What follows belongs to an exercise in optimizing a design on an open flow for a short achievable clock period and few clock cycles; a production flow would make more cautious choices.
Where RTL was checked, it was by simulation tests only, not by an equivalence proof against the original.

==> flow/design.v (excerpt) <==
module tx_drain #(
    parameter [31:0] DESC_MEM_BASE = 32'h4A10_2000,
    parameter [31:0] DESC_MEM_SIZE = 32'h0000_8000,
    parameter integer WALK_LIMIT   = 1024
) (
    input  wire        clk,
    input  wire        rst,
    input  wire        start,
    input  wire [31:0] head,
    output wire        ready,
    output reg         mem_req,
    output reg         mem_we,
    output reg  [31:0] mem_addr,
    output reg  [31:0] mem_wdata,
    input  wire        mem_gnt,
    input  wire [31:0] mem_rdata,
    output reg         tx_valid,
    output reg  [7:0]  tx_data,
    input  wire        tx_ready,
    output reg         done,
    output reg  [1:0]  status,
    output reg  [31:0] cp
);
    localparam [1:0] ST_OK        = 2'd0;
    localparam [1:0] ST_NOT_OWNED = 2'd1;
    localparam [1:0] ST_WALK      = 2'd2;
    localparam [1:0] ST_DESC_OOR  = 2'd3;
    localparam [32:0] WIN_LO = {1'b0, DESC_MEM_BASE};
    localparam [32:0] WIN_HI = {1'b0, DESC_MEM_BASE} + {1'b0, DESC_MEM_SIZE};
    function integer cbits;
        input integer v;
        integer i;
        begin
            cbits = 1;
            for (i = v; i > 1; i = i / 2)
                cbits = cbits + 1;
        end
    endfunction
    localparam integer VW = cbits(WALK_LIMIT + 1);
    localparam [2:0] OP_D   = 3'd0,    
                     OP_PAY = 3'd1,    
                     OP_R0  = 3'd2,    
                     OP_W0  = 3'd3,    
                     OP_R1  = 3'd4,    
                     OP_W1  = 3'd5;    
    function [7:0] byte_of;
        input [31:0] w;
        input [1:0]  k;
        begin
            case (k)
                2'd0:    byte_of = w[7:0];
                2'd1:    byte_of = w[15:8];
                2'd2:    byte_of = w[23:16];
                default: byte_of = w[31:24];
            endcase
        end
    endfunction
    function [31:0] crc_w1;
        input [31:0] c;
        input [31:0] d;
        begin
            crc_w1[0] = ^(c & 32'h00000104) ^ ^(d & 32'h00000004);
            crc_w1[1] = ^(c & 32'h00000209) ^ ^(d & 32'h00000009);
  ...
==> flow/config.mk <==
export PLATFORM = sky130hd
export DESIGN_NAME = tx_drain
export DESIGN_NICKNAME = tx_drain
export VERILOG_FILES = /design/flow/design.v
export SDC_FILE = /design/flow/constraint.sdc
export NUM_CORES = 4
export LEC_CHECK = 0
export ABC_CLOCK_PERIOD_IN_PS = 2400
export CAP_MARGIN = 20
export CORE_MARGIN = 2
export CORE_UTILIZATION = 40
export PLACE_DENSITY = 0.6
export SETUP_SLACK_MARGIN = 4.6
export SLEW_MARGIN = 20
export TNS_END_PERCENT = 100
==> flow/constraint.sdc <==
create_clock -name core_clock -period 7.0 [get_ports {clk}]
set_input_delay 1.4000 -clock core_clock [delete_from_list [all_inputs] [get_ports {clk}]]
set_output_delay 1.4000 -clock core_clock [all_outputs]
set_load 0.01 [all_outputs]
run.sh (not shown) runs the stock make flow with config.mk's settings and CLKGATE_MAP_FILE= SYNTH_SCRIPT=/design/flow/synth_recipe.tcl, a recipe that flattens the netlist after the stock synthesis.
Testbench counts at the start, summed over its fixed seeds: cycles 223,742.
Change:
--- a/flow/design.v
+++ b/flow/design.v
@@ -103,24 +103,25 @@
     reg  [2:0]  fk;          
     reg  [1:0]  dk;          
     reg  [1:0]  cap_k;       
     reg  [31:0] faddr;       
     reg         rchk;        
     reg  [VW-1:0] visits;    
     reg         lim_bad;     
     reg         rng_bad;     
     reg         w_end;       
     reg  [31:0] n_w0, n_w1, n_w2;
     reg  [31:0] n_pa;        
     reg         n_pa_ok;     
+    reg         n_len_nz;    
     reg         n_own, n_pc;
     reg         n_full;      
     reg         vchk;        
     reg         n_term;      
     reg  [31:0] paddr;       
     reg  [15:0] prem;        
     reg         p_has;       
     reg         c_term;      
     reg         first;       
     reg         pcrc;        
     reg  [1:0]  pn;          
     reg  [31:0] wb_a0, wb_a1;
@@ -137,25 +138,27 @@
     reg  [2:0]  cb;          
     wire        in_range = ({1'b0, faddr} >= WIN_LO) &&
                            ({1'b0, faddr} + 33'd16 <= WIN_HI);
     wire        mfree    = busy && !req_i;
     wire        gnt_now  = req_i && mem_gnt;
     wire        pay_done = c_term && !p_has;
     wire        d3_now   = accr && (op == OP_D) && (cap_k == 2'd3);
     wire        v_fail   = vchk && (lim_bad || rng_bad || !n_own);
     wire [1:0]  v_stat   = lim_bad ? ST_WALK : rng_bad ? ST_DESC_OOR : ST_NOT_OWNED;
     wire        take     = (n_full || d3_now) && n_pa_ok && !p_has && !c_term &&
                            !req_i;
     wire        pc_in    = n_full ? n_pc : mem_rdata[26];
-    wire        is_pay   = mfree && p_has && !occ[2];
+    wire        p_has_e  = p_has || (take && n_len_nz);
+    wire [15:0] prem_e   = take ? n_w2[15:0] : prem;
+    wire        is_pay   = mfree && p_has_e && !occ[2];
     wire        is_desc  = mfree && !is_pay && !fk[2] && !w_end;
     wire        wb_want  = (wbs == 3'd0 && pay_done) || (wbs == 3'd2) ||
                            (wbs == 3'd3 && acc && !wb_same) || (wbs == 3'd5);
     wire        is_wb    = mfree && wb_want;
     wire        cont     = gnt_now && (op == OP_D) && !fk[2] && !(p_has && !occ[2]);
     wire        issue    = is_pay || is_desc || is_wb;
     reg  [2:0]  op_wb;
     always @* begin
         case (wbs)
             3'd0:    op_wb = OP_R0;
             3'd2:    op_wb = OP_W0;
             3'd3:    op_wb = OP_R1;
@@ -239,33 +242,34 @@
     always @(posedge clk) begin
         tx_data   <= byte_nx;
         status    <= (busy && v_fail) ? v_stat : ST_OK;
         cp        <= n_w1;
         mem_we    <= busy && (op_next == OP_W0 || op_next == OP_W1);
         mem_wdata <= (wbs[2] || wb_same) ? ((n_w2 | 32'h1000_0000) & ~{2'b00, !wbs[2], 29'd0})
                                          : (n_w2 & ~32'h2000_0000);
         if (!busy)
             mem_addr <= head;
         else
             case (op_next)
                 OP_D:         mem_addr <= (gnt_now && op == OP_D) ? faddr + 32'd4 : faddr;
-                OP_PAY:       mem_addr <= paddr;
+                OP_PAY:       mem_addr <= take ? n_pa : paddr;
                 OP_R0, OP_W0: mem_addr <= wb_a0;
                 default:      mem_addr <= wb_a1;
             endcase
     end
     always @(posedge clk) begin
         n_term  <= (n_w0 == 32'd0);
         n_pa    <= n_w1 + {16'd0, n_w2[31:16]};
         n_pa_ok <= !(accr && op == OP_D && cap_k == 2'd2);
+        n_len_nz <= (n_w2[15:0] != 16'd0);
         if (val_n || val_t)
             td_i <= byte_nx;
         wb_same <= (wb_a0 == wb_a1);
         op     <= op_next;
         if (!busy) begin
             faddr    <= head;
             rchk     <= 1'b1;
             fk       <= 3'd1;
             dk       <= 2'd0;
             visits   <= {{(VW-1){1'b0}}, 1'b1};
             lim_bad  <= (WALK_LIMIT == 0);
             w_end    <= 1'b0;
@@ -325,30 +329,30 @@
                     c_term <= 1'b1;
                     w_end  <= 1'b1;
                     wb_a1  <= faddr;
                 end else begin
                     faddr  <= n_w0;
                     rchk   <= 1'b1;
                     fk     <= 3'd0;
                 end
             end
             if (gnt_now && op == OP_PAY)
                 paddr <= paddr + 32'd4;
             if (is_pay) begin
-                p_has <= (prem[15:3] != 13'd0) || (prem[2] && prem[1:0] != 2'd0);
-                if (prem[15:2] != 14'd0) begin
+                p_has <= (prem_e[15:3] != 13'd0) || (prem_e[2] && prem_e[1:0] != 2'd0);
+                if (prem_e[15:2] != 14'd0) begin
                     pn   <= 2'd3;
-                    prem <= prem - 16'd4;
+                    prem <= prem_e - 16'd4;
                 end else begin
-                    pn   <= prem[1:0] - 2'd1;
+                    pn   <= prem_e[1:0] - 2'd1;
                     prem <= 16'd0;
                 end
             end
             if (accr && (op == OP_R0 || op == OP_R1))
                 n_w2 <= mem_rdata;
             case (wbs)
                 3'd0: if (is_wb) wbs <= 3'd1;
                 3'd1: if (accr)  wbs <= 3'd2;
                 3'd2: if (is_wb) wbs <= 3'd3;
                 3'd3: if (acc)   wbs <= wb_same ? 3'd7 : 3'd4;
                 3'd4: if (accr)  wbs <= 3'd5;
                 3'd5: if (is_wb) wbs <= 3'd6;
What happened: Final area came out higher by 8.2%; worst hold slack improved by 0.0076 ns; global-route usage came out higher by 0.72 points; critical path depth came out higher by 7; area after synthesis came out higher by 6.7%; worst setup slack got worse by 0.013 ns; count of clock-buffer cells in the layout came out higher by 11; wire length came out higher by 11%; flip-flop and latch count came out higher by 1; cell count came out higher by 9.4%.
No functional check of the RTL was part of the second run of this note.

==> port drivers added, routing unchanged <==
In the flow no input, the clock included, has a driving cell. The finished layouts below were timed again as built, in two steps. Step 1 (the two cells are an assumption about what drives the block):
set clk [get_ports {clk}]
set_driving_cell -lib_cell sky130_fd_sc_hd__clkbuf_16 $clk
set_driving_cell -lib_cell sky130_fd_sc_hd__buf_2 [delete_from_list [all_inputs] $clk]
Step 2 adds t to the input delays and takes it off the output delays; t is the mean of the earliest and latest rising clock arrival at the registers after step 1. Input paths then give back, and output paths get back, about the clock's delay inside the block. Three values: no drivers, after step 1, after step 2; two values: the first two.
run | shift t [ns] | setup slack, ns | clock arrival spread, ns | worst register clock-pin slew, ns
the first run | 0.677 | 4.467 / 4.406 / 3.925 | 0.029 / 0.029 | 0.07 / 0.07
the second run | 0.674 | 4.454 / 4.426 / 3.929 | 0.030 / 0.029 | 0.07 / 0.07
After both steps every run listed still meets setup and hold. For the first run, which loses most, drivers alone change the setup slack by -0.061 ns; drivers and shift together by -0.542 ns.
